From an optimization exercise on the open Yosys and OpenROAD flow, aimed at small area; shortcuts taken in it are not production practice. Only simulation tests tie the RTL to the original design; equivalence was not proved. Power is estimated from default activity; no workload was simulated.

--- flow/flow/run.sh ---
#!/bin/bash
# The standard ORFS layout (standard.sh) with changes that only affect how
# cells are chosen:
#  * ABC maps the logic with an area-oriented script (flow/abc_area.script)
#    instead of ORFS's default area script;
#  * no half/full-adder extraction, so ABC optimises adders with the rest;
#  * ports, and outputs that share a net, are buffered with
#    sky130_fd_sc_hd__buf_1 cells.
# Each tool's full output stays in ORFS's logs (orfs/logs); make's own
# output goes to standard.log.
set -euo pipefail
here=$(pwd)
rm -rf "$here/scripts_area"
cp -r "$FLOW_HOME/scripts" "$here/scripts_area"
cp "$here/flow/abc_area.script" "$here/scripts_area/abc_area.script"
export SCRIPTS_DIR="$here/scripts_area"
export ADDER_MAP_FILE=
export BUFFER_PORTS_ARGS="-buffer_cell sky130_fd_sc_hd__buf_1"
sed 's/"\${@:-finish}"/"MIN_BUF_CELL_AND_PORTS=sky130_fd_sc_hd__buf_1 A X" "${@:-finish}"/' standard.sh > "$here/standard_area.sh"
grep -q "MIN_BUF_CELL_AND_PORTS=sky130_fd_sc_hd__buf_1" "$here/standard_area.sh"
bash "$here/standard_area.sh" > "$here/standard.log" 2>&1
--- flow/config.mk ---
export PLATFORM = sky130hd
export DESIGN_NAME = sensor_sampler
export DESIGN_NICKNAME = sensor_sampler
export VERILOG_FILES = /design/flow/design.v
export SDC_FILE = /design/flow/constraint.sdc
export NUM_CORES = 4
export LEC_CHECK = 0
export ABC_AREA = 1
export CAP_MARGIN = 20
export CORE_MARGIN = 2
export CORE_UTILIZATION = 40
export CTS_BUF_LIST = sky130_fd_sc_hd__clkbuf_8
export SLEW_MARGIN = 20
--- flow/flow/abc_area.script ---
strash
dc2
dc2
&get -n
&dch -f
&nf -R 1000
&put
topo
--- flow/design.v ---
module sensor_sampler #(
    parameter integer SA = 16,    
    parameter integer SG = 131    
) (
    input  wire        clk,
    input  wire        rst,
    input  wire        cmd_valid,
    input  wire [7:0]  cmd_data,
    output wire        cmd_ready,
    output reg         resp_valid,
    output reg         resp_kind,       
    output wire [15:0] resp_value,
    input  wire        resp_ready,
    output reg         bus_dir,         
    output wire        tx_valid,
    output wire [7:0]  tx_data,
    input  wire        tx_ready,        
    input  wire        rx_valid,
    input  wire [7:0]  rx_data,
    output wire        rx_ready,
    output wire        txt_valid,
    output wire [7:0]  txt_data,
    input  wire        txt_ready
);
    localparam [3:0] IDLE  = 4'd0,
                     REQ   = 4'd1,    
                     TXW   = 4'd2,    
                     RXB   = 4'd3,    
                     ALNC  = 4'd4,    
                     CPY   = 4'd5,    
                     DLM   = 4'd6,    
                     ALNL  = 4'd7,    
                     LD    = 4'd8,    
                     NEG   = 4'd9,    
                     SUB   = 4'd10,   
                     ADD   = 4'd11,   
                     TXT   = 4'd12,   
                     DEMIT = 4'd14,   
                     ALNZ  = 4'd15,   
                     CLR   = 4'd13;   
    reg  [3:0]  st;
    reg  [62:0] R;         
    reg  [2:0]  rs;        
    reg  [3:0]  rb;        
    reg  [11:0] S;
    reg  [3:0]  sp;        
    reg  [7:0]  r;         
    reg         cy;        
    reg         neg;       
    reg         valid;     
    reg         started;   
    reg  [2:0]  ch;
    reg  [3:0]  k;         
    wire       gy = (ch > 3'd2);
    wire rgy     = rs[2] | (rs[1] & rs[0]);
    wire seg_end = rgy ? (rb == 4'd8) : (rb == 4'd11);
    wire here    = (rs == ch);
    wire [2:0] rs_inc = (rs == 3'd5) ? 3'd0 : rs + 3'd1;
    wire aligned = seg_end && (rs_inc == ch) && (sp == 4'd0);
    wire r0v = R[0] & valid;
    wire sp_last = (sp == 4'd11);
    wire [3:0] bi = k;
    wire [3:0] target = (bi[3] & bi[2]) ? {2'b00, bi[1:0]} : bi;
    wire       step = rx_valid && (sp == target);
    wire       b = rx_data[bi[2:0]];
    wire [8:0] t9 = {r, b};
    wire       ge = (t9 >= 9'd131);
    wire [8:0] tsub = t9 - 9'd131;
    wire       qd = gy ? ge : r[3];
    wire [7:0] rdiv = (bi == 4'd15) ? (b ? (gy ? 8'd130 : 8'hFF) : 8'd0) :
                      ((gy & ge) ? tsub[7:0] : t9[7:0]);
    wire       fcorr = neg & ((|r[3:0]) | (gy & (|r[7:4])));
    wire [1:0] p = r[5:4];
    reg kbit;
    always @(*) begin
        case (p)
            2'd1:    kbit = (sp == 4'd1) || (sp == 4'd3);
            2'd2:    kbit = (sp == 4'd2) || (sp == 4'd5) || (sp == 4'd6);
            default: kbit = (sp == 4'd3) || (sp == 4'd5) || (sp == 4'd6) ||
                            (sp == 4'd7) || (sp == 4'd8) || (sp == 4'd9);
        endcase
    end
    wire bp   = kbit ^ (st == SUB);
    wire sum  = S[0] ^ bp ^ cy;
    wire cout = (S[0] & bp) | (S[0] & cy) | (bp & cy);
    wire [2:0] j = r[6:4];
    reg  [6:0] chr;
    reg        last;            
    always @(*) begin
        chr  = 7'h0A;
        last = 1'b1;
        case (k)
            4'd0:  chr = 7'h09;
            4'd1, 4'd4: chr = 7'h22;
            4'd2: begin
                case (j)
                    3'd0:    chr = gy ? "G" : "A";
                    3'd1:    chr = gy ? "y" : "c";
                    3'd2:    chr = gy ? "r" : "c";
                    3'd3:    chr = gy ? "o" : " ";
                    default: chr = " ";
                endcase
                last = gy ? (j == 3'd4) : (j == 3'd3);
            end
            4'd3: begin
                case ({ch, j})
                    6'o00:   chr = "X";
                    6'o10:   chr = "Y";
                    6'o20:   chr = "Z";
                    6'o30:   chr = "R";
                    6'o31:   chr = "o";
                    6'o32, 6'o33: chr = "l";
                    6'o40:   chr = "P";
                    6'o41:   chr = "i";
                    6'o42:   chr = "t";
                    6'o43:   chr = "c";
                    6'o44:   chr = "h";
                    6'o50:   chr = "Y";
                    6'o51:   chr = "a";
                    6'o52:   chr = "w";
                    default: chr = 7'bx;
                endcase
                case (ch)
                    3'd3:    last = (j == 3'd3);
                    3'd4:    last = (j == 3'd4);
                    3'd5:    last = (j == 3'd2);
                    default: last = 1'b1;
                endcase
            end
            4'd5:  chr = ":";
            4'd6:  chr = " ";
            4'd7:  chr = "-";
            4'd8:  chr = ",";
            4'd10: chr = "}";
            4'd14: chr = "{";
            default: chr = 7'h0A;        
        endcase
    end
    wire is_val = (k == 4'd7);
    wire is_key = (k[3:1] == 3'b001);
    wire is_nl  = k[0] & k[3] & (k[1] | ~k[2]);
    wire [3:0] dnib = (p == 2'd0) ? S[3:0] : r[3:0];
    wire       show = (|r[3:0]) | started | (p == 2'd0);
    reg s_en, sin;
    always @(*) begin
        s_en = 1'b1;
        sin  = S[0];
        case (st)
            RXB:   sin = step ? qd : S[0];
            ALNC, ALNL, ALNZ: s_en = (sp != 4'd0);
            LD:    sin = here ? r0v : S[11];
            NEG:   sin = S[0] ^ (neg & cy);
            SUB, ADD: sin = sum;
            CLR:   sin = neg & (sp == 4'd2);
            CPY:   sin = S[0];
            default: s_en = 1'b0;
        endcase
    end
    assign cmd_ready  = (st == IDLE) && !resp_valid;
    assign tx_valid   = (st == REQ);
    assign tx_data    = 8'h3C;
    assign rx_ready   = ((st == RXB) && step && (bi[2:0] == 3'd0)) || (st == DLM);
    assign txt_valid  = ((st == TXT) && (!is_val || neg)) || ((st == DEMIT) && show);
    assign txt_data   = (st == DEMIT) ? {4'h3, dnib} : {1'b0, chr};
    assign resp_value = {{4{S[11]}}, S};
    always @(posedge clk) begin
        R <= {(st == CPY) ? (S[0] ^ cy) : R[0], R[62:1]};
        if (s_en)
            S <= {sin, S[11:1]};
    end
    always @(posedge clk) begin
        if (rst) begin
            st         <= IDLE;
            rs         <= 3'd0;
            rb         <= 4'd0;
            sp         <= 4'd0;
            valid      <= 1'b0;
            bus_dir    <= 1'b0;
            resp_valid <= 1'b0;
        end else begin
            rb <= seg_end ? 4'd0 : rb + 4'd1;
            if (seg_end)
                rs <= rs_inc;
            if (s_en)
                sp <= sp_last ? 4'd0 : sp + 4'd1;
            if (resp_valid && resp_ready)
                resp_valid <= 1'b0;
            case (st)
                IDLE: begin
                    if (cmd_valid && !resp_valid) begin
                        started   <= cmd_data[1];    
                        resp_kind <= 1'b0;
                        ch        <= cmd_data[2:0];
                        if (cmd_data == 8'h01 || cmd_data == 8'h02) begin
                            bus_dir <= 1'b1;
                            st      <= REQ;
                        end else if (cmd_data[7:3] == 5'b00010 && cmd_data[2:0] <= 3'd5) begin
                            resp_kind <= 1'b1;
                            st        <= ALNL;
                        end else begin
                            neg <= 1'b1;
                            st  <= ALNZ;
                        end
                    end
                end
                REQ: begin
                    if (tx_ready)
                        st <= TXW;
                end
                TXW: begin
                    if (tx_ready) begin
                        bus_dir  <= 1'b0;
                        ch       <= 3'd0;
                        k        <= 4'hF;
                        st       <= RXB;
                    end
                end
                RXB: begin
                    if (step) begin
                        r       <= rdiv;
                        k       <= bi - 4'd1;
                        if (bi == 4'd15)
                            neg <= b;
                        if (bi == 4'd0)
                            st <= ALNC;
                    end
                end
                ALNC: begin
                    if (aligned) begin
                        cy <= fcorr;
                        st <= CPY;
                    end
                end
                CPY: begin
                    cy <= S[0] & cy;
                    if (seg_end) begin
                        ch <= ch + 3'd1;
                        st <= (ch == 3'd5) ? DLM : RXB;
                    end
                end
                DLM: begin
                    if (rx_valid) begin
                        valid <= 1'b1;
                        if (started) begin
                            k       <= 4'd14;
                            ch      <= 3'd7;
                            started <= 1'b0;
                            st      <= TXT;
                        end else begin
                            neg <= 1'b0;
                            st  <= ALNZ;
                        end
                    end
                end
                ALNL: begin
                    if (aligned)
                        st <= LD;
                end
                LD: begin
                    if (sp_last) begin
                        if (resp_kind) begin
                            resp_valid <= 1'b1;
                            st         <= IDLE;
                        end else begin
                            neg <= sin;
                            cy  <= 1'b0;
                            st  <= NEG;
                        end
                    end
                end
                NEG: begin
                    cy <= cy | S[0];
                    if (sp_last) begin
                        r      <= 8'h30;     
                        cy     <= 1'b1;
                        st     <= SUB;
                    end
                end
                SUB: begin
                    cy <= cout;
                    if (sp_last) begin
                        if (cout) begin
                            r[3:0] <= r[3:0] + 4'd1;
                            cy     <= 1'b1;
                        end else begin
                            cy <= 1'b0;
                            st <= ADD;
                        end
                    end
                end
                ADD: begin
                    cy <= cout;
                    if (sp_last) begin
                        if (p == 2'd3) begin
                            r[6:4] <= 3'd0;     
                            st     <= TXT;
                        end else begin
                            st <= DEMIT;
                        end
                    end
                end
                TXT: begin
                    if (is_val) begin
                        r[5:4] <= 2'd3;
                        if (!neg || txt_ready)
                            st <= DEMIT;
                    end else if (txt_ready) begin
                        k <= k + 4'd1;
                        if (is_key) begin
                            r[6:4] <= j + 3'd1;
                            if (last)
                                r[6:4] <= 3'd0;
                            else
                                k <= k;
                        end
                        if (is_nl) begin
                            if (k == 4'd11) begin
                                neg <= 1'b0;
                                st  <= ALNZ;
                            end else begin
                                ch <= ch + 3'd1;
                                k  <= (ch == 3'd5) ? 4'd10 : 4'd0;
                                if (ch != 3'd5)
                                    st <= ALNL;
                            end
                        end
                    end
                end
                DEMIT: begin
                    if (!show || txt_ready) begin
                        if (show)
                            started <= 1'b1;
                        if (p == 2'd0) begin
                            k       <= (ch == 3'd5) ? 4'd9 : 4'd8;
                            started <= 1'b0;
                            st      <= TXT;
                        end else begin
                            r[5:4] <= p - 2'd1;
                            if (p != 2'd1) begin
                                r[3:0] <= 4'd0;
                                cy     <= 1'b1;
                                st     <= SUB;
                            end
                        end
                    end
                end
                ALNZ: begin
                    if (sp == 4'd0)
                        st <= CLR;
                end
                CLR: begin
                    if (sp_last) begin
                        resp_valid <= 1'b1;
                        st         <= IDLE;
                    end
                end
                default: st <= IDLE;
            endcase
        end
    end
endmodule
--- flow/standard.sh ---
#!/bin/bash
# synth_recipe.tcl (not shown) runs the flow's synth.tcl, then flattens the netlist and writes it again
# the make line also repeats each setting of config.mk as NAME=value (left out here)
make -C /OpenROAD-flow-scripts/flow DESIGN_CONFIG=/design/flow/config.mk WORK_HOME=/design/flow/orfs CLKGATE_MAP_FILE= SYNTH_SCRIPT=/design/flow/synth_recipe.tcl "${@:-finish}"
--- flow/constraint.sdc ---
create_clock -name core_clock -period 40.0 [get_ports {clk}]
set_input_delay 8.0000 -clock core_clock [delete_from_list [all_inputs] [get_ports {clk}]]
set_output_delay 8.0000 -clock core_clock [all_outputs]
set_load 0.01 [all_outputs]
==> results of run 1 <==
where the power goes:
part | internal, mW | switching, mW | leakage, nW
registers | 0.134 | 0.0207 | 0.933
logic | 0.0331 | 0.0629 | 0.968
clock network | 0.0297 | 0.0382 | 0.107
total | 0.197 | 0.122 | 2.01
layout by cell type (no fill, tap or decap), drive strengths merged, types with 4 or more instances in the layout:
| cell | Yosys | final |
|---|---|---|
| or2 | 4 | 4 |
| buf | 13 | 53 |
| o211ai | 7 | 7 |
| nand4 | 6 | 6 |
| nand2b | 10 | 10 |
| or3 | 4 | 4 |
| a41oi | 4 | 4 |
| clkbuf | 0 | 9 |
| and3 | 10 | 10 |
| nand2 | 83 | 83 |
| dfxtp | 81 | 81 |
| nand3 | 24 | 24 |
| conb | 2 | 9 |
| nor2 | 83 | 83 |
| xor2 | 6 | 6 |
| o22ai | 8 | 8 |
| edfxtp | 31 | 31 |
| a21oi | 57 | 57 |
| xnor2 | 14 | 14 |
| a31oi | 9 | 9 |
| a221o | 6 | 6 |
| nor2b | 6 | 6 |
| nor3 | 26 | 26 |
| nor4 | 12 | 12 |
| o21ai | 40 | 40 |
| clkinv | 10 | 13 |
| a2111oi | 4 | 4 |
path summary, 6_finish.rpt:
check,start,to,slack [ns],cells after the start
setup / recovery,rx_valid,rx_ready,22.77,6
hold / removal,R[2],R[1],0.32,0
setup reg to reg,k[0],r[6],35.45,16
hold reg to reg,R[2],R[1],0.32,0
cell families after synthesis:
logic type	after synthesis
AO/OA/AOI/OAI	159
XOR/XNOR	20
multiplexers	2
buffers and inverters	23
flip-flops	112
AND/OR/NAND/NOR	278
other	2
critical path, delay by kind of cell:
kind                   cells  cell delay (ns)
AOI/OAI and AO/OA          3             0.62
and+or+nand+nor            1             0.21
buffers and inverters      2             0.39
sequential cells by signal, summed over array words and instances, names as in the netlist:
name,flops
R,63
S,12
bus_dir,1
ch,3
cy,1
k,4
neg,1
r,8
rb,4
resp_kind,1
resp_valid,1
rs,3
sp,4
st,4
started,1
valid,1
through the flow:
stage | total power, mW | hold WS [ns]
after global routing | 0.339 | 0.328
after floorplan | 0.218 | 0.310
final | 0.319 | 0.319
after CTS | 0.320 | 0.324
after detailed placement | 0.251 | 0.312
after global placement | 0.252 | 0.313
layer usage:
| layer | up-vias | track usage [%] | share of wire, % |
|---|---|---|---|
| met1 | 2236 | 32.2 | 44 |
| met5 | - | 0 | 0 |
| li1 | 2294 | - | - |
| met4 | 0 | 11.5 | 4.0 |
| met2 | 238 | 33.6 | 44 |
| met3 | 47 | 4.88 | 8.5 |
area by class of cell:
class | count | area [um^2]
clock buffer | 9 | 124
clock inverter | 7 | 80.1
fill | 1270 | 6830
inverter | 10 | 37.5
multi-input combinational | 468 | 2470
sequential | 112 | 2550
tap | 172 | 215
timing repair buffer | 53 | 203
==> impl_metrics.yaml, run 1 <==
run_status:
  status: "timing/DRC/antenna clean"
finish:
  fin_nets: 677
  fin_util_pct: 45.4
  syn2layout_area_growth_pct: 11.8
  antenna_cells: 0
  drive_above_1_share_pct: 2.43
  fin_cells: 831
  fin_area_um2: 5690
sta:
  setup_slack_ns: 22.77
  fin_skew_ns: 0.0139
  slew-limit-headroom_pct: 40.7
  report.final.slew_viol_count: 0
  rsz0062_at_grt: "false"
  worst_pin_slew_ns: 0.882
  finalHoldViolCount: 0
  period_needed_ns: 17.23
  fin_crit_sh_pct: 43.1
  finalSetupTns_ns: 0
  timing.fmax_mhz: 58.0
  setup_viol: 0
global_routing:
  grt.total_usage_pct: 23.0
  grt_pass1_vias: 4378
  grt_max_degree: 22
  grt-ovfl-total: 0
  antenna_found_initial: 0
  grt_pass1_wl_um: 23700
synth:
  synth_flop_cell: "dfxtp_1"
  synth_commonest_cells: "83 x nand2_1, 83 x nor2_1, 81 x dfxtp_1"
  ys_types: 47
  synth-seq-cells: 112
  synth-xor-area-share_pct: 3.44
  muxShareOfSynthArea_pct: 0.394
  synth_top_area_share_pct: 31.9
  synthAdderAreaFrac_pct: 0
  synth_sequential_area_ratio_pct: 50.2
  yosys.area.top_type: "dfxtp_1"
  avgSynthCellArea_um2: 8.53
  yosysWarningCount: 1
  synth-edff-count: 31
  synth_area_leaders: "dfxtp_1 32%, edfxtp_1 18%, nand2_1 6.1%, nor2_1 6.1%, a21oi_1 5.6%"
  netlist_instances: 596
  synth_compound_area_share_pct: 19.1
  synth-simple-area-share_pct: 25.0
  synth_top_family_by_area: "simple AND/OR/NAND/NOR gates"
  synthArstFlopShare_pct: 0
  synth_area_um2: 5090
clock_tree:
  cts-root-buf: "clkbuf_8"
  holdBufCountCts: 0
  cts_buffers: 9
  cts_tree: "built"
  cts_buffer_depth: 2
  clk_pin_slew_ns: 0.11
  clock-sinks: 112
  cts_setup_buffers: 0
  clk_latency_ns: 0.38
  htreeDepth: 3
  ctsResizeCount: 0
critical_path:
  crit_top_cell: "buf_1"
  crit_type: "primary input to output pin"
  slowest_delay_ns: 0.27
  worstPathArrival_ns: 9.23
  crit_path_end_kind: "output pin"
  start_kind: "primary input"
  crit_path_top_delay_cell: "a221o_1"
  path_max_fanout: 4
  crit_chain: "buf_1 -> o21ai_0 -> a221o_1 -> nor2_1 -> a31o_1 -> buf_1"
  cp_data_required_time_ns: 32.00
die:
  die_h_um: 117
  dieWidth_um: 117
  core-area_um2: 12500
  io_pins: 62
  std_cell_rows: 41
  die_area_um2: 13600
  start_util_pct: 40.6
routing:
  vias_per_cell: 5.79
  wire_per_inst_um: 18.3
  drt_first_pass_iters: 5
  vias: 4815
  drt_wl_total_um: 15200
  ant_nets: 0
  drc_errors: 0
  drt_iter0_drc: 577
pwr:
  power_density_nw_per_um2: 56.1
  peakVddDrop_v: 0.0000258
  power_leakage_nw: 2.01
place:
  placedCellCount: 815
  pre_cts_ws_ns: 22.80
  hpwl_um: 11500
  portBuffers: 52
  gp_congestion: 0.906
  placed_area_um2: 5480
job:
  maxCapViolations: 0
min_path:
  hold_class: "flip-flop to flip-flop"
==> inputs of run 2 (changes only) <==
--- a/flow/flow/run.sh
+++ b/flow/flow/run.sh
@@ -18,4 +18,5 @@
 export BUFFER_PORTS_ARGS="-buffer_cell sky130_fd_sc_hd__buf_1"
 sed 's/"\${@:-finish}"/"MIN_BUF_CELL_AND_PORTS=sky130_fd_sc_hd__buf_1 A X" "${@:-finish}"/' standard.sh > "$here/standard_area.sh"
 grep -q "MIN_BUF_CELL_AND_PORTS=sky130_fd_sc_hd__buf_1" "$here/standard_area.sh"
+export CTS_ARGS="-sink_clustering_enable -repair_clock_nets -dont_use_dummy_load -buf_list sky130_fd_sc_hd__clkbuf_8"
 bash "$here/standard_area.sh" > "$here/standard.log" 2>&1
==> impl_metrics.yaml, run 2 <==
synth:
  netlist_instances: 596
  synth_area_um2: 5090
  ys_types: 47
  synth-edff-count: 31
  yosys.area.top_type: "dfxtp_1"
  synth_top_area_share_pct: 31.9
  avgSynthCellArea_um2: 8.53
  yosysWarningCount: 1
  synth_commonest_cells: "83 x nand2_1, 83 x nor2_1, 81 x dfxtp_1"
  synth_flop_cell: "dfxtp_1"
  synth-seq-cells: 112
  synth_area_leaders: "dfxtp_1 32%, edfxtp_1 18%, nand2_1 6.1%, nor2_1 6.1%, a21oi_1 5.6%"
  synthArstFlopShare_pct: 0
  synth_sequential_area_ratio_pct: 50.2
clock_tree:
  clock-sinks: 112
  cts_buffers: 9
  cts-root-buf: "clkbuf_8"
  clk_latency_ns: 0.38
  ctsResizeCount: 0
  holdBufCountCts: 0
  htreeDepth: 3
  clk_pin_slew_ns: 0.10
  cts_setup_buffers: 0
  cts_buffer_depth: 2
  cts_tree: "built"
die:
  start_util_pct: 40.6
  dieWidth_um: 117
  die_h_um: 117
  die_area_um2: 13600
  io_pins: 62
  std_cell_rows: 41
  core-area_um2: 12500
sta:
  report.final.slew_viol_count: 0
  finalHoldViolCount: 0
  finalSetupTns_ns: 0
  fin_skew_ns: 0.0260
  rsz0062_at_grt: "false"
  setup_viol: 0
  slew-limit-headroom_pct: 38.9
  fin_crit_sh_pct: 43.1
  timing.fmax_mhz: 58.0
  period_needed_ns: 17.23
  worst_pin_slew_ns: 0.909
routing:
  ant_nets: 0
  drt_wl_total_um: 15200
  vias: 4814
  wire_per_inst_um: 18.4
  drt_first_pass_iters: 6
  drt_iter0_drc: 660
  drc_errors: 0
  vias_per_cell: 5.84
critical_path:
  crit_path_end_kind: "output pin"
  slowest_delay_ns: 0.27
  crit_chain: "buf_1 -> o21ai_0 -> a221o_1 -> nor2_1 -> a31o_1 -> buf_1"
  cp_data_required_time_ns: 32.00
  timing.rr.end: "r[6]"
  path_delay_family: "compound AO/OA/AOI/OAI gates"
  path_max_fanout: 4
  crit_top_cell: "buf_1"
  crit_path_top_delay_cell: "a221o_1"
  r2r-start: "k[0]"
  crit_type: "primary input to output pin"
  crit_path_start: "rx_valid"
  path_buf_inv: 2
  worstPathArrival_ns: 9.23
  r2r.worst_path.cells: 16
  start_kind: "primary input"
  r2r_slack_ns: 35.49
pwr:
  p_int_mw: 0.188
  pwr-share-clk_pct: 17.1
  power_frac_comb_pct: 31.7
  power_density_nw_per_um2: 54.1
  power.switching_mw: 0.115
  p_sw_share_pct: 38.1
  p_seq_share_pct: 51.2
  power_leakage_nw: 1.97
  peakVddDrop_v: 0.0000225
min_path:
  hold_class: "flip-flop to flip-flop"
  hold_path_startpoint: "R[26]"
  whs_path_depth: 0
  whs_endpoint: "R[25]"
finish:
  largest_reg_flops: 63
  final_cell_mix: "83 x nor2_1, 83 x nand2_1, 81 x dfxtp_1, 57 x a21oi_1, 52 x buf_1"
  multi_input_area_um2: 2470
  largest-register: "R"
  largestRegisters: "R: 63 flops, S: 12 flops, r: 8 flops"
  drive_above_1_share_pct: 1.53
  nFillCells: 1282
  syn2layout_area_growth_pct: 10.2
  fin_nets: 677
  regArea_um2: 2550
  antenna_cells: 0
  fin_util_pct: 44.8
global_routing:
  grt_max_degree: 22
  grt_pass1_wl_um: 23600
  grt-ovfl-total: 0
  grt.total_usage_pct: 22.9
  grt_pass1_vias: 4367
  antenna_found_initial: 0
place:
  portBuffers: 52
  hpwl_um: 11500
  gp_congestion: 0.906
run_status:
  status: "timing/DRC/antenna clean"
job:
  maxCapViolations: 0
run 2: cell counts after synthesis:
No cell type changed its count.
run 2: how the worst max path moves through the flow:
stage / to / slack (ns) / cells after the start
after floorplan: rx_ready / 23.30 / 4
after global placement: rx_ready / 22.83 / 6
after detailed placement: rx_ready / 22.80 / 6
after CTS: rx_ready / 22.79 / 6
after global routing: rx_ready / 22.69 / 6
final: rx_ready / 22.77 / 6
run 2: through the flow:
stage                     cells  worst slack, ns  cell area, um^2  total power, mW  hold WS [ns]
after detailed placement    815            22.80             5480            0.251         0.312
after floorplan             603            23.30             5110            0.218         0.310
final                       824            22.77             5610            0.303         0.305
after CTS                   824            22.79             5610            0.304         0.306
after global routing        824            22.69             5610            0.322         0.311
after global placement      815            22.83             5480            0.252         0.313
run 2: worst register-to-register path: cells and delay by family (launching register included):
| kind | cells | cell delay [ns] |
|---|---|---|
| simple gates | 10 | 2.11 |
| compound gates | 4 | 1.08 |
| flops | 1 | 0.61 |
| buf+inv | 1 | 0.34 |
| xor+xnor | 1 | 0.14 |
run 2: per-layer routing:
layer	vias to the layer above	track usage (%)	wire length, um
met5	-	0	0
met4	0	11.5	635
met3	52	4.88	1280
met2	233	33.5	6630
met1	2248	31.9	6620
li1	2281	-	-
run 2: layout make-up:
| cell class | count | share of cell area (%) |
|---|---|---|
| Clock buffer | 9 | 2.21 |
| Inverter | 10 | 0.670 |
| Multi-Input combinational cell | 468 | 44.1 |
| Sequential cell | 112 | 45.5 |
| Tap cell | 172 | 3.84 |
| Timing Repair Buffer | 53 | 3.62 |
run 2: power groups by stage:
| stage | combinational [mW] | sequential (mW) | clock, mW |
|---|---|---|---|
| final | 0.0962 | 0.155 | 0.0519 |
| after global routing | 0.107 | 0.157 | 0.0582 |
| after CTS | 0.0948 | 0.155 | 0.0545 |
| after detailed placement | 0.0943 | 0.157 | 0 |
| after global placement | 0.0946 | 0.157 | 0 |
| after floorplan | 0.0665 | 0.152 | 0 |
run 2: cell families after synthesis:
family                    share of synthesized area (%)
buffers and inverters                              1.70
other                                             0.148
DFF                                                50.2
AOI/OAI and AO/OA                                  19.1
and+or+nand+nor                                    25.0
muxes                                             0.394
xor gates and xnor gates                           3.44
==> inputs of run 3 (changes only) <==
--- a/flow/design.v
+++ b/flow/design.v
@@ -11,7 +11,7 @@
     output reg         resp_kind,       
     output wire [15:0] resp_value,
     input  wire        resp_ready,
-    output reg         bus_dir,         
+    output wire        bus_dir,         
     output wire        tx_valid,
     output wire [7:0]  tx_data,
     input  wire        tx_ready,        
@@ -158,6 +158,7 @@
     end
     assign cmd_ready  = (st == IDLE) && !resp_valid;
     assign tx_valid   = (st == REQ);
+    assign bus_dir    = (st == REQ) || (st == TXW);
     assign tx_data    = 8'h3C;
     assign rx_ready   = ((st == RXB) && step && (bi[2:0] == 3'd0)) || (st == DLM);
     assign txt_valid  = ((st == TXT) && (!is_val || neg)) || ((st == DEMIT) && show);
@@ -175,7 +176,6 @@
             rb         <= 4'd0;
             sp         <= 4'd0;
             valid      <= 1'b0;
-            bus_dir    <= 1'b0;
             resp_valid <= 1'b0;
         end else begin
             rb <= seg_end ? 4'd0 : rb + 4'd1;
@@ -192,7 +192,6 @@
                         resp_kind <= 1'b0;
                         ch        <= cmd_data[2:0];
                         if (cmd_data == 8'h01 || cmd_data == 8'h02) begin
-                            bus_dir <= 1'b1;
                             st      <= REQ;
                         end else if (cmd_data[7:3] == 5'b00010 && cmd_data[2:0] <= 3'd5) begin
                             resp_kind <= 1'b1;
@@ -209,7 +208,6 @@
                 end
                 TXW: begin
                     if (tx_ready) begin
-                        bus_dir  <= 1'b0;
                         ch       <= 3'd0;
                         k        <= 4'hF;
                         st       <= RXB;
==> impl_metrics.yaml, run 3 <==
routing:
  vias: 4777
  drt_first_pass_iters: 7
  wire_per_inst_um: 18.8
  drt_wl_total_um: 15400
  vias_per_cell: 5.84
  drc_errors: 0
  drt_iter0_drc: 524
  ant_nets: 0
pwr:
  p_seq_share_pct: 48.1
  power_leakage_nw: 1.98
  p_int_mw: 0.203
  power_density_nw_per_um2: 60.4
  power.switching_mw: 0.136
  peakVddDrop_v: 0.0000309
  pwr-share-clk_pct: 15.4
  power_frac_comb_pct: 36.5
  p_sw_share_pct: 40.1
critical_path:
  r2r.worst_path.cells: 12
  cp_data_required_time_ns: 32.00
  start_kind: "primary input"
  worstPathArrival_ns: 9.49
  crit_path_end_kind: "output pin"
  path_max_fanout: 3
  crit_type: "primary input to output pin"
sta:
  finalSetupTns_ns: 0
  period_needed_ns: 17.49
  rsz0062_at_grt: "false"
  worst_pin_slew_ns: 0.777
  report.final.slew_viol_count: 0
  fin_crit_sh_pct: 43.7
  slew-limit-headroom_pct: 48.1
  fin_skew_ns: 0.0262
  finalHoldViolCount: 0
  setup_viol: 0
  timing.fmax_mhz: 57.2
finish:
  nFillCells: 1280
  largest_reg_flops: 63
  largestRegisters: "R: 63 flops, S: 12 flops, r: 8 flops"
  drive_above_1_share_pct: 2.32
  largest-register: "R"
  fin_nets: 671
  syn2layout_area_growth_pct: 11.0
  fin_util_pct: 44.9
  final_common_cell: "nor2_1"
  antenna_cells: 0
  final_cell_mix: "87 x nor2_1, 80 x dfxtp_1, 74 x nand2_1, 52 x buf_1, 46 x a21oi_1"
synth:
  ys_types: 49
  avgSynthCellArea_um2: 8.66
  synth-seq-cells: 111
  synth_flop_cell: "dfxtp_1"
  yosys.area.top_type: "dfxtp_1"
  yosysMostFrequentCell: "nor2_1"
  synth_commonest_cells: "87 x nor2_1, 80 x dfxtp_1, 74 x nand2_1"
  synth_top_area_share_pct: 31.6
  synth_area_leaders: "dfxtp_1 32%, edfxtp_1 18%, nor2_1 6.4%, nand2_1 5.5%, a21oi_1 4.5%"
  synth_area_um2: 5070
  netlist_instances: 585
  synth-edff-count: 31
  synthArstFlopShare_pct: 0
  synth_sequential_area_ratio_pct: 50.0
  yosysWarningCount: 1
clock_tree:
  holdBufCountCts: 0
  cts_setup_buffers: 0
  htreeDepth: 3
  clock-sinks: 111
  clk_latency_ns: 0.38
  clk_pin_slew_ns: 0.10
  cts_tree: "built"
  cts_buffers: 9
  ctsResizeCount: 0
  cts_buffer_depth: 2
  cts-root-buf: "clkbuf_8"
place:
  hpwl_um: 11300
  portBuffers: 52
  gp_congestion: 0.966
global_routing:
  grt_max_degree: 23
  grt.total_usage_pct: 23.2
  grt-ovfl-total: 0
  grt_pass1_vias: 4297
  grtUsageMet1_pct: 32.4
  grtUsageMet2_pct: 34.9
  antenna_found_initial: 0
  grt_busiest_layer: "met2"
  grtUsageMet3_pct: 5.76
  grt_pass1_wl_um: 23800
min_path:
  whs_path_depth: 0
  hold_class: "flip-flop to flip-flop"
die:
  dieWidth_um: 117
  std_cell_rows: 41
  start_util_pct: 40.5
  io_pins: 62
  die_area_um2: 13600
  die_h_um: 117
  core-area_um2: 12500
run_status:
  status: "timing/DRC/antenna clean"
job:
  maxCapViolations: 0
[run 3: changes by cell type after synthesis, moves of 5 or more]
cell,previous run,this run
a211oi_1,3,10
a21oi_1,57,46
nand2_1,83,74
nand3_1,24,19
nor2b_1,6,11
nor4_1,12,5
[run 3: layout make-up]
| type | instances | area (um^2) | area share, % |
|---|---|---|---|
| sequential | 111 | 2530 | 45.0 |
| tap | 172 | 215 | 3.83 |
| timing repair buffer | 58 | 240 | 4.27 |
| multi-input combinational | 459 | 2480 | 44.1 |
| clock buffer | 9 | 124 | 2.20 |
| inverter | 9 | 33.8 | 0.601 |
[run 3: final timing paths]
check | start | to | slack [ns]
setup reg to reg | k[1] | r[1] | 36.29
setup / recovery | rx_valid | rx_ready | 22.51
hold / removal | R[61] | R[60] | 0.30
hold reg to reg | R[61] | R[60] | 0.30
[run 3: layer usage]
layer / vias to the layer above / wire length [um]
met5: - / 0
met4: 0 / 379
met3: 41 / 1580
met2: 273 / 6780
met1: 2216 / 6630
li1: 2247 / -
[run 3: worst max-delay path, cell delays in order]
cell,delay (ns)
buf_1,0.17
o21ai_0,0.11
a221o_1,0.27
nor3_1,0.33
nand2_1,0.17
o21ai_0,0.25
buf_1,0.19
[run 3: power by group through the flow]
| stage | logic (mW) | registers [mW] | clock network [mW] |
|---|---|---|---|
| 2_1_floorplan | 0.0825 | 0.161 | 0 |
| 3_3_place_gp | 0.122 | 0.165 | 0 |
| 3_5_place_dp | 0.122 | 0.166 | 0 |
| 4_1_cts | 0.122 | 0.163 | 0.0556 |
| 5_1_grt | 0.137 | 0.167 | 0.0587 |
| 6_report | 0.124 | 0.164 | 0.0524 |
[run 3: cell families (layout without fill, tap and decap cells)]
family	count (synthesis)	in the layout	synth area share [%]
compound gates	153	153	19.2
simple gates	275	275	25.1
mux	3	3	0.593
buf+inv	22	76	1.63
flops	111	111	50.0
other cells	2	9	0.148
xor+xnor	19	19	3.28
[run 3: through the flow]
stage | instances | setup WS (ns) | area [um^2] | total power [mW] | hold slack, ns
floorplan | 592 | 22.98 | 5090 | 0.244 | 0.310
global placement | 809 | 22.56 | 5500 | 0.287 | 0.313
detailed placement | 809 | 22.56 | 5500 | 0.287 | 0.312
CTS | 818 | 22.55 | 5620 | 0.341 | 0.302
global route | 818 | 22.40 | 5620 | 0.363 | 0.308
finish | 818 | 22.51 | 5620 | 0.340 | 0.300
==> inputs of run 4 (changes only) <==
--- a/flow/design.v
+++ b/flow/design.v
@@ -59,7 +59,7 @@
     wire aligned = seg_end && (rs_inc == ch) && (sp == 4'd0);
     wire r0v = R[0] & valid;
     wire sp_last = (sp == 4'd11);
-    wire [3:0] bi = k;
+    wire [3:0] bi = ~k;        
     wire [3:0] target = (bi[3] & bi[2]) ? {2'b00, bi[1:0]} : bi;
     wire       step = rx_valid && (sp == target);
     wire       b = rx_data[bi[2:0]];
@@ -67,22 +67,23 @@
     wire       ge = (t9 >= 9'd131);
     wire [8:0] tsub = t9 - 9'd131;
     wire       qd = gy ? ge : r[3];
-    wire [7:0] rdiv = (bi == 4'd15) ? (b ? (gy ? 8'd130 : 8'hFF) : 8'd0) :
+    wire [7:0] rdiv = (gy && bi == 4'd15) ? (b ? 8'd130 : 8'd0) :
                       ((gy & ge) ? tsub[7:0] : t9[7:0]);
     wire       fcorr = neg & ((|r[3:0]) | (gy & (|r[7:4])));
-    wire [1:0] p = r[5:4];
+    wire [1:0] pw = r[5:4];
     reg kbit;
     always @(*) begin
-        case (p)
-            2'd1:    kbit = (sp == 4'd1) || (sp == 4'd3);
-            2'd2:    kbit = (sp == 4'd2) || (sp == 4'd5) || (sp == 4'd6);
+        case (pw)
+            2'd2:    kbit = (sp == 4'd1) || (sp == 4'd3);
+            2'd1:    kbit = (sp == 4'd2) || (sp == 4'd5) || (sp == 4'd6);
             default: kbit = (sp == 4'd3) || (sp == 4'd5) || (sp == 4'd6) ||
                             (sp == 4'd7) || (sp == 4'd8) || (sp == 4'd9);
         endcase
     end
     wire bp   = kbit ^ (st == SUB);
-    wire sum  = S[0] ^ bp ^ cy;
-    wire cout = (S[0] & bp) | (S[0] & cy) | (bp & cy);
+    wire c    = (sp == 4'd0) ? ((st == CPY) ? fcorr : (st == SUB)) : cy;
+    wire sum  = S[0] ^ bp ^ c;
+    wire cout = (S[0] & bp) | (S[0] & c) | (bp & c);
     wire [2:0] j = r[6:4];
     reg  [6:0] chr;
     reg        last;            
@@ -139,8 +140,8 @@
     wire is_val = (k == 4'd7);
     wire is_key = (k[3:1] == 3'b001);
     wire is_nl  = k[0] & k[3] & (k[1] | ~k[2]);
-    wire [3:0] dnib = (p == 2'd0) ? S[3:0] : r[3:0];
-    wire       show = (|r[3:0]) | started | (p == 2'd0);
+    wire [3:0] dnib = (pw == 2'd3) ? S[3:0] : r[3:0];
+    wire       show = (|r[3:0]) | started | (pw == 2'd3);
     reg s_en, sin;
     always @(*) begin
         s_en = 1'b1;
@@ -149,9 +150,9 @@
             RXB:   sin = step ? qd : S[0];
             ALNC, ALNL, ALNZ: s_en = (sp != 4'd0);
             LD:    sin = here ? r0v : S[11];
-            NEG:   sin = S[0] ^ (neg & cy);
+            NEG:   sin = S[0] ^ (neg & c);
             SUB, ADD: sin = sum;
-            CLR:   sin = neg & (sp == 4'd2);
+            CLR:   sin = started & (sp == 4'd2);    
             CPY:   sin = S[0];
             default: s_en = 1'b0;
         endcase
@@ -165,9 +166,10 @@
     assign txt_data   = (st == DEMIT) ? {4'h3, dnib} : {1'b0, chr};
     assign resp_value = {{4{S[11]}}, S};
     always @(posedge clk) begin
-        R <= {(st == CPY) ? (S[0] ^ cy) : R[0], R[62:1]};
+        R <= {(st == CPY) ? (S[0] ^ c) : R[0], R[62:1]};
         if (s_en)
             S <= {sin, S[11:1]};
+        cy <= (st == CPY) ? (S[0] & c) : (st == NEG) ? (c | S[0]) : cout;
     end
     always @(posedge clk) begin
         if (rst) begin
@@ -188,7 +190,7 @@
             case (st)
                 IDLE: begin
                     if (cmd_valid && !resp_valid) begin
-                        started   <= cmd_data[1];    
+                        started   <= (cmd_data != 8'h01);    
                         resp_kind <= 1'b0;
                         ch        <= cmd_data[2:0];
                         if (cmd_data == 8'h01 || cmd_data == 8'h02) begin
@@ -197,7 +199,6 @@
                             resp_kind <= 1'b1;
                             st        <= ALNL;
                         end else begin
-                            neg <= 1'b1;
                             st  <= ALNZ;
                         end
                     end
@@ -209,14 +210,14 @@
                 TXW: begin
                     if (tx_ready) begin
                         ch       <= 3'd0;
-                        k        <= 4'hF;
+                        k        <= 4'h0;
                         st       <= RXB;
                     end
                 end
                 RXB: begin
                     if (step) begin
                         r       <= rdiv;
-                        k       <= bi - 4'd1;
+                        k       <= k + 4'd1;
                         if (bi == 4'd15)
                             neg <= b;
                         if (bi == 4'd0)
@@ -224,13 +225,10 @@
                     end
                 end
                 ALNC: begin
-                    if (aligned) begin
-                        cy <= fcorr;
+                    if (aligned)
                         st <= CPY;
-                    end
                 end
                 CPY: begin
-                    cy <= S[0] & cy;
                     if (seg_end) begin
                         ch <= ch + 3'd1;
                         st <= (ch == 3'd5) ? DLM : RXB;
@@ -245,7 +243,6 @@
                             started <= 1'b0;
                             st      <= TXT;
                         end else begin
-                            neg <= 1'b0;
                             st  <= ALNZ;
                         end
                     end
@@ -261,45 +258,31 @@
                             st         <= IDLE;
                         end else begin
                             neg <= sin;
-                            cy  <= 1'b0;
                             st  <= NEG;
                         end
                     end
                 end
                 NEG: begin
-                    cy <= cy | S[0];
                     if (sp_last) begin
-                        r      <= 8'h30;     
-                        cy     <= 1'b1;
+                        r      <= 8'h00;     
                         st     <= SUB;
                     end
                 end
                 SUB: begin
-                    cy <= cout;
                     if (sp_last) begin
-                        if (cout) begin
+                        if (cout)
                             r[3:0] <= r[3:0] + 4'd1;
-                            cy     <= 1'b1;
-                        end else begin
-                            cy <= 1'b0;
+                        else
                             st <= ADD;
-                        end
                     end
                 end
                 ADD: begin
-                    cy <= cout;
                     if (sp_last) begin
-                        if (p == 2'd3) begin
-                            r[6:4] <= 3'd0;     
-                            st     <= TXT;
-                        end else begin
-                            st <= DEMIT;
-                        end
+                        st <= (pw == 2'd0) ? TXT : DEMIT;
                     end
                 end
                 TXT: begin
                     if (is_val) begin
-                        r[5:4] <= 2'd3;
                         if (!neg || txt_ready)
                             st <= DEMIT;
                     end else if (txt_ready) begin
@@ -313,7 +296,6 @@
                         end
                         if (is_nl) begin
                             if (k == 4'd11) begin
-                                neg <= 1'b0;
                                 st  <= ALNZ;
                             end else begin
                                 ch <= ch + 3'd1;
@@ -328,15 +310,14 @@
                     if (!show || txt_ready) begin
                         if (show)
                             started <= 1'b1;
-                        if (p == 2'd0) begin
+                        if (pw == 2'd3) begin
                             k       <= (ch == 3'd5) ? 4'd9 : 4'd8;
                             started <= 1'b0;
                             st      <= TXT;
                         end else begin
-                            r[5:4] <= p - 2'd1;
-                            if (p != 2'd1) begin
+                            r[6:4] <= j + 3'd1;
+                            if (pw != 2'd2) begin
                                 r[3:0] <= 4'd0;
-                                cy     <= 1'b1;
                                 st     <= SUB;
                             end
                         end
==> impl_metrics.yaml, run 4 <==
finish:
  largest-register: "R"
  antenna_cells: 0
  fin_cells: 754
  drive_above_1_share_pct: 2.14
  largestRegisters: "R: 63 flops, S: 12 flops, r: 8 flops"
  fin_area_um2: 5390
  final_cell_mix: "81 x dfxtp_1, 70 x nor2_1, 69 x nand2_1, 52 x buf_1, 42 x a21oi_1"
  fin_nets: 632
  syn2layout_area_growth_pct: 10.5
  nFillCells: 1218
  final_common_cell: "dfxtp_1"
  largest_reg_flops: 63
min_path:
  whs_endpoint: "R[4]"
  hold_path_startpoint: "R[5]"
  whs_path_depth: 0
  hold_class: "flip-flop to flip-flop"
global_routing:
  grt_max_degree: 21
  grt-ovfl-total: 0
  antenna_found_initial: 0
  grt_pass1_wl_um: 21900
  grt.total_usage_pct: 21.6
  grt_pass1_vias: 4174
synth:
  synth_compound_area_share_pct: 18.5
  yosysWarningCount: 1
  synth_top_area_share_pct: 33.2
  synth_area_um2: 4880
  synth_sequential_area_ratio_pct: 51.7
  yosysMostFrequentCell: "dfxtp_1"
  avgSynthCellArea_um2: 8.91
  synth_area_leaders: "dfxtp_1 33%, edfxtp_1 18%, nor2_1 5.4%, nand2_1 5.3%, a21oi_1 4.3%"
  netlist_instances: 548
  synthArstFlopShare_pct: 0
  synth_commonest_cells: "81 x dfxtp_1, 70 x nor2_1, 69 x nand2_1"
  ys_types: 51
  synthAdderAreaFrac_pct: 0
  yosys.area.top_type: "dfxtp_1"
  synth-xor-area-share_pct: 3.05
  synth-edff-count: 30
  muxShareOfSynthArea_pct: 0.410
  synth-seq-cells: 111
  synth-simple-area-share_pct: 24.7
  synth_flop_cell: "dfxtp_1"
  synth_top_family_by_area: "simple AND/OR/NAND/NOR gates"
critical_path:
  r2r.worst_path.cells: 10
  crit_path_end_kind: "output pin"
  timing.rr.end: "st[1]"
  r2r_slack_ns: 36.25
  start_kind: "primary input"
  crit_type: "primary input to output pin"
  path_max_fanout: 3
  r2r-start: "st[3]"
  cp_data_required_time_ns: 32.00
  worstPathArrival_ns: 9.06
die:
  die_h_um: 114
  std_cell_rows: 40
  io_pins: 62
  die_area_um2: 13100
  core-area_um2: 12000
  dieWidth_um: 114
  start_util_pct: 40.8
clock_tree:
  cts_tree: "built"
  cts_buffers: 9
  cts_buffer_depth: 2
  clk_latency_ns: 0.37
  ctsResizeCount: 0
  htreeDepth: 3
  clk_pin_slew_ns: 0.10
  clock-sinks: 111
  cts-root-buf: "clkbuf_8"
  holdBufCountCts: 0
  cts_setup_buffers: 0
routing:
  vias: 4372
  ant_nets: 0
  wire_per_inst_um: 18.1
  vias_per_cell: 5.80
  drt_wl_total_um: 13600
  drt_iter0_drc: 415
  drc_errors: 0
  drt_first_pass_iters: 7
sta:
  report.final.slew_viol_count: 0
  finalHoldViolCount: 0
  rsz0062_at_grt: "false"
  setup_viol: 0
  worst_pin_slew_ns: 0.897
  period_needed_ns: 17.06
  fin_skew_ns: 0.0254
  finalSetupTns_ns: 0
  slew-limit-headroom_pct: 39.7
  timing.fmax_mhz: 58.6
  fin_crit_sh_pct: 42.6
job:
  maxCapViolations: 0
run_status:
  status: "timing/DRC/antenna clean"
pwr:
  power_density_nw_per_um2: 58.4
  power_leakage_nw: 1.90
  peakVddDrop_v: 0.0000281
place:
  placed_area_um2: 5270
  portBuffers: 52
  hpwl_um: 9890
  placedCellCount: 745
  gp_congestion: 0.909
-- run 4: layout make-up --
class	count	area, um^2	area share (%)
clock buffer	9	124	2.30
inverter	6	22.5	0.418
multi-input combinational	425	2320	42.9
sequential	111	2520	46.8
tap	147	184	3.41
timing repair buffer	56	225	4.18
-- run 4: worst max-delay path by stage --
stage | end | cells after the start | start | slack, ns
5_1_grt | rx_ready | 5 | rx_valid | 22.87
3_3_place_gp | rx_ready | 5 | rx_valid | 22.97
3_5_place_dp | rx_ready | 5 | rx_valid | 22.97
2_1_floorplan | rx_ready | 3 | rx_valid | 23.39
6_report | rx_ready | 5 | rx_valid | 22.94
4_1_cts | rx_ready | 5 | rx_valid | 22.97
-- run 4: cells by family after synthesis --
family	after synthesis
simple gates	254
compound gates	143
flops	111
buf+inv	19
xor+xnor	17
mux	2
other cells	2
-- run 4: layer usage --
layer | vias to the layer above | track usage [%] | routed length [um]
met5 | - | 0 | 0
met4 | 0 | 7.07 | 252
met3 | 20 | 4.82 | 879
met2 | 171 | 33.5 | 6130
met1 | 2056 | 29.9 | 6350
li1 | 2125 | - | -
-- run 4: power breakdown --
part	total (mW)	switching [mW]	internal [mW]
Combinational	0.104	0.0666	0.0375
Clock	0.0532	0.0328	0.0203
Sequential	0.158	0.0227	0.135
Total	0.315	0.122	0.193
-- run 4: critical path, stage by stage --
cell,delay (ns)
buf_1,0.17
nand4_1,0.12
or2_0,0.26
o21ai_0,0.31
buf_1,0.19
-- run 4: stage by stage --
stage / util (%) / hold slack [ns] / power, mW / setup WS [ns]
2_1_floorplan: - / 0.310 / 0.225 / 23.39
3_3_place_gp: 44.0 / 0.313 / 0.261 / 22.97
3_5_place_dp: 44.0 / 0.312 / 0.262 / 22.97
4_1_cts: 45.1 / 0.320 / 0.316 / 22.97
5_1_grt: 45.1 / 0.318 / 0.335 / 22.87
6_report: 45.1 / 0.318 / 0.315 / 22.94
==> inputs of run 5 (changes only) <==
--- a/flow/design.v
+++ b/flow/design.v
@@ -160,10 +160,10 @@
     assign cmd_ready  = (st == IDLE) && !resp_valid;
     assign tx_valid   = (st == REQ);
     assign bus_dir    = (st == REQ) || (st == TXW);
-    assign tx_data    = 8'h3C;
+    assign tx_data    = {st[3], st[3], ~st[3], ~st[3], ~st[3], ~st[3], st[3], st[3]};
     assign rx_ready   = ((st == RXB) && step && (bi[2:0] == 3'd0)) || (st == DLM);
     assign txt_valid  = ((st == TXT) && (!is_val || neg)) || ((st == DEMIT) && show);
-    assign txt_data   = (st == DEMIT) ? {4'h3, dnib} : {1'b0, chr};
+    assign txt_data   = (st == DEMIT) ? {st[0], 3'h3, dnib} : {st[0], chr};
     assign resp_value = {{4{S[11]}}, S};
     always @(posedge clk) begin
         R <= {(st == CPY) ? (S[0] ^ c) : R[0], R[62:1]};
==> impl_metrics.yaml, run 5 <==
run_status:
  status: "timing/DRC/antenna clean"
critical_path:
  start_kind: "primary input"
  crit_type: "primary input to output pin"
  r2r-start: "k[1]"
  path_max_fanout: 3
  worstPathArrival_ns: 9.06
  crit_path_start: "rx_valid"
  cp_data_required_time_ns: 32.00
  slowest_delay_ns: 0.32
  crit_path_top_delay_cell: "o21ai_0"
  crit_path_end_kind: "output pin"
  crit_top_cell: "buf_1"
  crit_chain: "buf_1 -> o2111ai_1 -> nor2_1 -> nand2_1 -> o21ai_0 -> buf_1"
  path_delay_family: "compound AO/OA/AOI/OAI gates"
  path_buf_inv: 2
synth:
  synth_commonest_cells: "81 x dfxtp_1, 75 x nand2_1, 72 x nor2_1"
  avgSynthCellArea_um2: 8.98
  synth-seq-cells: 111
  ys_types: 45
  synth_area_um2: 4820
  synth-edff-count: 30
  yosysWarningCount: 1
  yosysMostFrequentCell: "dfxtp_1"
  synth_flop_cell: "dfxtp_1"
  netlist_instances: 537
  synth_area_leaders: "dfxtp_1 34%, edfxtp_1 19%, nand2_1 5.8%, nor2_1 5.6%, a21oi_1 3.6%"
  synthArstFlopShare_pct: 0
  synth_sequential_area_ratio_pct: 52.3
  yosys.area.top_type: "dfxtp_1"
  synth_top_area_share_pct: 33.6
place:
  portBuffers: 61
  hpwl_um: 9920
  pre_cts_ws_ns: 22.97
  gp_congestion: 0.957
sta:
  timing.fmax_mhz: 58.6
  report.final.slew_viol_count: 0
  setup_slack_ns: 22.94
  fin_crit_sh_pct: 42.7
  finalSetupTns_ns: 0
  slew-limit-headroom_pct: 22.5
  fin_skew_ns: 0.0343
  period_needed_ns: 17.06
  finalHoldViolCount: 0
  setup_viol: 0
  rsz0062_at_grt: "false"
  worst_pin_slew_ns: 1.15
global_routing:
  grt_pass1_vias: 4003
  grt_pass1_wl_um: 21100
  grt-ovfl-total: 0
  grt_max_degree: 22
  antenna_found_initial: 0
  grt.total_usage_pct: 21.0
min_path:
  hold_path_startpoint: "R[11]"
  hold_class: "flip-flop to flip-flop"
die:
  std_cell_rows: 40
  start_util_pct: 40.5
  core-area_um2: 11900
  die_area_um2: 13000
  die_h_um: 114
  dieWidth_um: 114
  io_pins: 62
finish:
  drive_above_1_share_pct: 2.34
  regArea_um2: 2520
  antenna_cells: 0
  largestRegisters: "R: 63 flops, S: 12 flops, r: 8 flops"
  largest-register: "R"
  nFillCells: 1240
  final_cell_mix: "81 x dfxtp_1, 75 x nand2_1, 72 x nor2_1, 61 x buf_1, 35 x a21oi_1"
  largest_reg_flops: 63
  fin_nets: 624
  syn2layout_area_growth_pct: 10.9
  multi_input_area_um2: 2240
  final_common_cell: "dfxtp_1"
pwr:
  pwr-share-clk_pct: 15.5
  power_frac_comb_pct: 36.5
  power_leakage_nw: 1.86
  power.switching_mw: 0.137
  p_int_mw: 0.204
  peakVddDrop_v: 0.0000316
  p_sw_share_pct: 40.1
  power_density_nw_per_um2: 63.7
  p_seq_share_pct: 48.0
clock_tree:
  clk_latency_ns: 0.38
  cts-root-buf: "clkbuf_8"
  cts_tree: "built"
  clk_pin_slew_ns: 0.10
  clock-sinks: 111
  cts_setup_buffers: 0
  holdBufCountCts: 0
  cts_buffers: 9
  htreeDepth: 3
  cts_buffer_depth: 2
  ctsResizeCount: 0
routing:
  drt_iter0_drc: 516
  drc_errors: 0
  vias: 4363
  drt_first_pass_iters: 5
  ant_nets: 0
  wire_per_inst_um: 18.0
  vias_per_cell: 5.85
  drt_wl_total_um: 13400
job:
  maxCapViolations: 0
==> run 5: changes by cell type after synthesis, sizes merged, moves of 4 or more <==
cell	before	now
a21oi	42	35
nor4	9	13
o21ai	33	26
a211oi	5	9
o211ai	7	11
nand2	69	75
or2	8	2
==> run 5: metal layers <==
metal | share of wire, % | routed length (um) | vias up | global-route usage (%)
li1 | - | - | 2094 | -
met1 | 46 | 6170 | 2040 | 29.5
met2 | 44 | 5910 | 203 | 31.4
met3 | 7.0 | 943 | 26 | 3.99
met4 | 3.0 | 396 | 0 | 9.35
met5 | 0 | 0 | - | 0
==> run 5: cell type report <==
class / count / share of cell area [%]
Clock buffer: 9 / 2.31
Inverter: 5 / 0.351
Multi-Input combinational cell: 409 / 41.9
Sequential cell: 111 / 47.1
Tap cell: 147 / 3.44
Timing Repair Buffer: 65 / 4.84
==> run 5: final timing paths <==
| check | end | slack [ns] | cells past startpoint |
|---|---|---|---|
| worst max register to register | r[6] | 35.91 | 15 |
| worst min-delay path | R[10] | 0.31 | 0 |
| worst max-delay path | rx_ready | 22.94 | 6 |
| worst min register to register | R[10] | 0.31 | 0 |
==> run 5: cell families after synthesis <==
| logic type | Yosys count | share of synthesized area [%] |
|---|---|---|
| compound gates | 132 | 17.8 |
| xor+xnor | 20 | 3.63 |
| buf+inv | 17 | 1.32 |
| flops | 111 | 52.3 |
| mux | 2 | 0.415 |
| simple gates | 255 | 24.6 |
==> run 5: per-stage QoR <==
step                util (%)  hold WS [ns]  instance area (um^2)  total power [mW]  std cells
detailed placement      43.8         0.313                  5220             0.288        737
finish                  44.9         0.307                  5350             0.341        746
global route            44.9         0.316                  5350             0.364        746
CTS                     44.9         0.316                  5350             0.342        746
global placement        43.8         0.313                  5220             0.288        737
floorplan                  -         0.310                  4820             0.246        537
==> run 5: power groups by stage <==
stage	clock network [mW]	registers, mW	logic, mW
3_3_place_gp	0	0.166	0.122
4_1_cts	0.0549	0.164	0.123
2_1_floorplan	0	0.161	0.0849
5_1_grt	0.0588	0.167	0.138
6_report	0.0528	0.164	0.124
3_5_place_dp	0	0.166	0.122
==> inputs of run 6 (changes only) <==
--- a/flow/design.v
+++ b/flow/design.v
@@ -8,7 +8,7 @@
     input  wire [7:0]  cmd_data,
     output wire        cmd_ready,
     output reg         resp_valid,
-    output reg         resp_kind,       
+    output wire        resp_kind,       
     output wire [15:0] resp_value,
     input  wire        resp_ready,
     output wire        bus_dir,         
@@ -165,6 +165,7 @@
     assign txt_valid  = ((st == TXT) && (!is_val || neg)) || ((st == DEMIT) && show);
     assign txt_data   = (st == DEMIT) ? {st[0], 3'h3, dnib} : {st[0], chr};
     assign resp_value = {{4{S[11]}}, S};
+    assign resp_kind  = neg;
     always @(posedge clk) begin
         R <= {(st == CPY) ? (S[0] ^ c) : R[0], R[62:1]};
         if (s_en)
@@ -191,12 +192,10 @@
                 IDLE: begin
                     if (cmd_valid && !resp_valid) begin
                         started   <= (cmd_data != 8'h01);    
-                        resp_kind <= 1'b0;
-                        ch        <= cmd_data[2:0];
+                        ch        <= cmd_data[4] ? cmd_data[2:0] : 3'd0;
                         if (cmd_data == 8'h01 || cmd_data == 8'h02) begin
                             st      <= REQ;
                         end else if (cmd_data[7:3] == 5'b00010 && cmd_data[2:0] <= 3'd5) begin
-                            resp_kind <= 1'b1;
                             st        <= ALNL;
                         end else begin
                             st  <= ALNZ;
@@ -209,7 +208,6 @@
                 end
                 TXW: begin
                     if (tx_ready) begin
-                        ch       <= 3'd0;
                         k        <= 4'h0;
                         st       <= RXB;
                     end
@@ -239,7 +237,7 @@
                         valid <= 1'b1;
                         if (started) begin
                             k       <= 4'd14;
-                            ch      <= 3'd7;
+                            ch      <= ch + 3'd1;     
                             started <= 1'b0;
                             st      <= TXT;
                         end else begin
@@ -253,8 +251,9 @@
                 end
                 LD: begin
                     if (sp_last) begin
-                        if (resp_kind) begin
+                        if (started) begin              
                             resp_valid <= 1'b1;
+                            neg        <= 1'b1;             
                             st         <= IDLE;
                         end else begin
                             neg <= sin;
@@ -330,6 +329,7 @@
                 CLR: begin
                     if (sp_last) begin
                         resp_valid <= 1'b1;
+                        neg        <= 1'b0;             
                         st         <= IDLE;
                     end
                 end
--- a/flow/config.mk
+++ b/flow/config.mk
@@ -8,6 +8,6 @@
 export ABC_AREA = 1
 export CAP_MARGIN = 20
 export CORE_MARGIN = 2
-export CORE_UTILIZATION = 40
+export CORE_UTILIZATION = 55
 export CTS_BUF_LIST = sky130_fd_sc_hd__clkbuf_8
 export SLEW_MARGIN = 20
==> impl_metrics.yaml, run 6 <==
finish:
  final_cell_mix: "81 x dfxtp_1, 77 x nor2_1, 64 x nand2_1, 61 x buf_1, 51 x a21oi_1"
  fin_nets: 619
  antenna_cells: 0
  largest-register: "R"
  drive_above_1_share_pct: 1.68
  largestRegisters: "R: 63 flops, S: 12 flops, r: 8 flops"
  nFillCells: 745
  final_common_cell: "dfxtp_1"
  fin_area_um2: 5210
  syn2layout_area_growth_pct: 9.38
  largest_reg_flops: 63
min_path:
  whs_path_depth: 0
  hold_class: "flip-flop to flip-flop"
  hold_path_startpoint: "R[57]"
  whs_endpoint: "R[56]"
pwr:
  p_int_mw: 0.187
  power_frac_comb_pct: 32.4
  pwr-share-clk_pct: 17.3
  power_density_nw_per_um2: 58.7
  p_seq_share_pct: 50.3
  power.switching_mw: 0.119
  p_sw_share_pct: 39.0
  peakVddDrop_v: 0.0000342
  power_leakage_nw: 1.83
sta:
  fin_crit_sh_pct: 43.3
  setup_viol: 0
  timing.fmax_mhz: 57.7
  finalHoldViolCount: 0
  slew-limit-headroom_pct: 29.3
  period_needed_ns: 17.34
  rsz0062_at_grt: "false"
  report.final.slew_viol_count: 0
  finalSetupTns_ns: 0
  fin_skew_ns: 0.0357
  worst_pin_slew_ns: 1.05
job:
  maxCapViolations: 0
clock_tree:
  clk_pin_slew_ns: 0.09
  clk_latency_ns: 0.37
  cts-root-buf: "clkbuf_8"
  cts_setup_buffers: 0
  holdBufCountCts: 0
  ctsResizeCount: 0
  cts_buffer_depth: 2
  htreeDepth: 3
  clock-sinks: 110
  cts_tree: "built"
  cts_buffers: 9
die:
  die_area_um2: 9420
  start_util_pct: 57.4
  io_pins: 62
  core-area_um2: 8300
  dieWidth_um: 97.1
  std_cell_rows: 33
  die_h_um: 97.1
critical_path:
  timing.rr.end: "r[4]"
  path_buf_inv: 2
  worstPathArrival_ns: 9.34
  r2r_slack_ns: 36.40
  crit_path_top_delay_cell: "a221o_1"
  crit_path_end_kind: "output pin"
  path_max_fanout: 4
  cp_data_required_time_ns: 32.00
  start_kind: "primary input"
  slowest_delay_ns: 0.27
  crit_type: "primary input to output pin"
  r2r-start: "k[0]"
  r2r.worst_path.cells: 11
  path_delay_family: "compound AO/OA/AOI/OAI gates"
  crit_chain: "buf_1 -> o21ai_0 -> a221o_1 -> nor2_1 -> nand2_1 -> o21ai_0 -> buf_1"
synth:
  synth-seq-cells: 110
  synth_area_um2: 4760
  synth_top_area_share_pct: 34.0
  synthArstFlopShare_pct: 0
  synth_commonest_cells: "81 x dfxtp_1, 77 x nor2_1, 64 x nand2_1"
  netlist_instances: 535
  synth_sequential_area_ratio_pct: 52.3
  yosys.area.top_type: "dfxtp_1"
  yosysWarningCount: 1
  yosysMostFrequentCell: "dfxtp_1"
  avgSynthCellArea_um2: 8.91
  synth-edff-count: 29
  synth_area_leaders: "dfxtp_1 34%, edfxtp_1 18%, nor2_1 6.1%, a21oi_1 5.4%, nand2_1 5.0%"
  ys_types: 46
  synth_flop_cell: "dfxtp_1"
global_routing:
  antenna_found_initial: 0
  grt_pass1_wl_um: 21200
  grt-ovfl-total: 0
  grt_max_degree: 23
  grt.total_usage_pct: 28.0
  grt_pass1_vias: 4216
run_status:
  status: "timing/DRC/antenna clean"
place:
  placed_area_um2: 5090
  portBuffers: 61
  gp_congestion: 0.991
  hpwl_um: 9690
routing:
  vias: 4438
  vias_per_cell: 6.35
  drt_first_pass_iters: 6
  drt_wl_total_um: 13300
  wire_per_inst_um: 19.0
  ant_nets: 0
  drt_iter0_drc: 498
  drc_errors: 0
-- run 6: worst max path at each step --
stage | start | endpoint | slack, ns | cells past startpoint
finish | rx_valid | rx_ready | 22.66 | 7
global route | rx_valid | rx_ready | 22.53 | 7
CTS | rx_valid | rx_ready | 22.68 | 7
detailed placement | rx_valid | rx_ready | 22.69 | 7
global placement | rx_valid | rx_ready | 22.74 | 7
floorplan | rx_valid | rx_ready | 23.14 | 5
-- run 6: worst register-to-register path, stage by stage, from the launching register on --
cell	delay, ns
edfxtp_1	0.69
and2_0	0.50
a222oi_1	0.12
and3_1	0.21
a21oi_1	0.46
nand2_1	0.18
a211o_1	0.32
nand2_1	0.15
nand2_1	0.13
or3_1	0.34
a21oi_1	0.16
o22ai_1	0.09
-- run 6: layer usage --
layer	routed length [um]	global-route usage, %	vias to the layer above
met1	5570	37.6	2062
met5	0	0	-
met4	401	12.9	0
li1	-	-	2089
met2	6130	44.2	253
met3	1190	5.11	34
-- run 6: final cells by class --
type	instances	area, um^2	share of cell area, %
Clock buffer	9	124	2.38
Inverter	6	22.5	0.432
Multi-Input combinational cell	407	2200	42.3
Sequential cell	110	2490	47.8
Tap cell	105	131	2.52
Timing Repair Buffer	62	236	4.54
-- run 6: kinds of logic after synthesis --
kind of cell           synth area share [%]
AO/OA/AOI/OAI                          20.0
XOR/XNOR                               2.76
buffers and inverters                  1.42
flip-flops                             52.3
multiplexers                          0.630
AND/OR/NAND/NOR                        22.9
-- run 6: power by group through the flow --
stage	Clock [mW]	Sequential, mW	Combinational (mW)
floorplan	0	0.150	0.0690
global route	0.0577	0.156	0.109
CTS	0.0534	0.153	0.0978
finish	0.0530	0.154	0.0992
global placement	0	0.154	0.0958
detailed placement	0	0.155	0.0974
-- run 6: per-stage QoR --
stage	instances	hold WS (ns)	utilization [%]	power, mW	setup WS (ns)
2_1_floorplan	535	0.310	-	0.219	23.14
3_3_place_gp	690	0.313	61.3	0.250	22.74
3_5_place_dp	690	0.312	61.3	0.253	22.69
4_1_cts	699	0.304	62.8	0.304	22.68
5_1_grt	699	0.299	62.8	0.322	22.53
6_report	699	0.309	62.8	0.306	22.66

port drivers added, routing unchanged:
The flow's constraints put no driver on any port. The routed layouts listed below were extracted and timed again, unchanged, in two steps. Step 1 assumes that a clkbuf_16 drives the clock port and a buf_2 every other input. Step 2 moves the port delays by t, midway between the first and last clock arrival at a register: inputs arrive t later, outputs are due t later. That takes back most of the time a late clock gives input paths. a / b / c = ideal / step 1 / step 2; a / b = the first two.
run	t, ns	slack for setup (ns)	cell pins on the clock port's net
run 1	0.409	22.772 / 22.748 / 22.748	1
run 2	0.400	22.771 / 22.746 / 22.746	1
run 3	0.401	22.509 / 22.476 / 22.476	1
run 4	0.394	22.945 / 22.920 / 22.920	1
run 5	0.398	22.940 / 22.903 / 22.903	1
run 6	0.386	22.662 / 22.637 / 22.637	1
After both steps setup and hold are still met in every run listed. For run 5, which loses most, drivers alone change the setup slack by -0.037 ns; drivers and shift together by -0.037 ns.
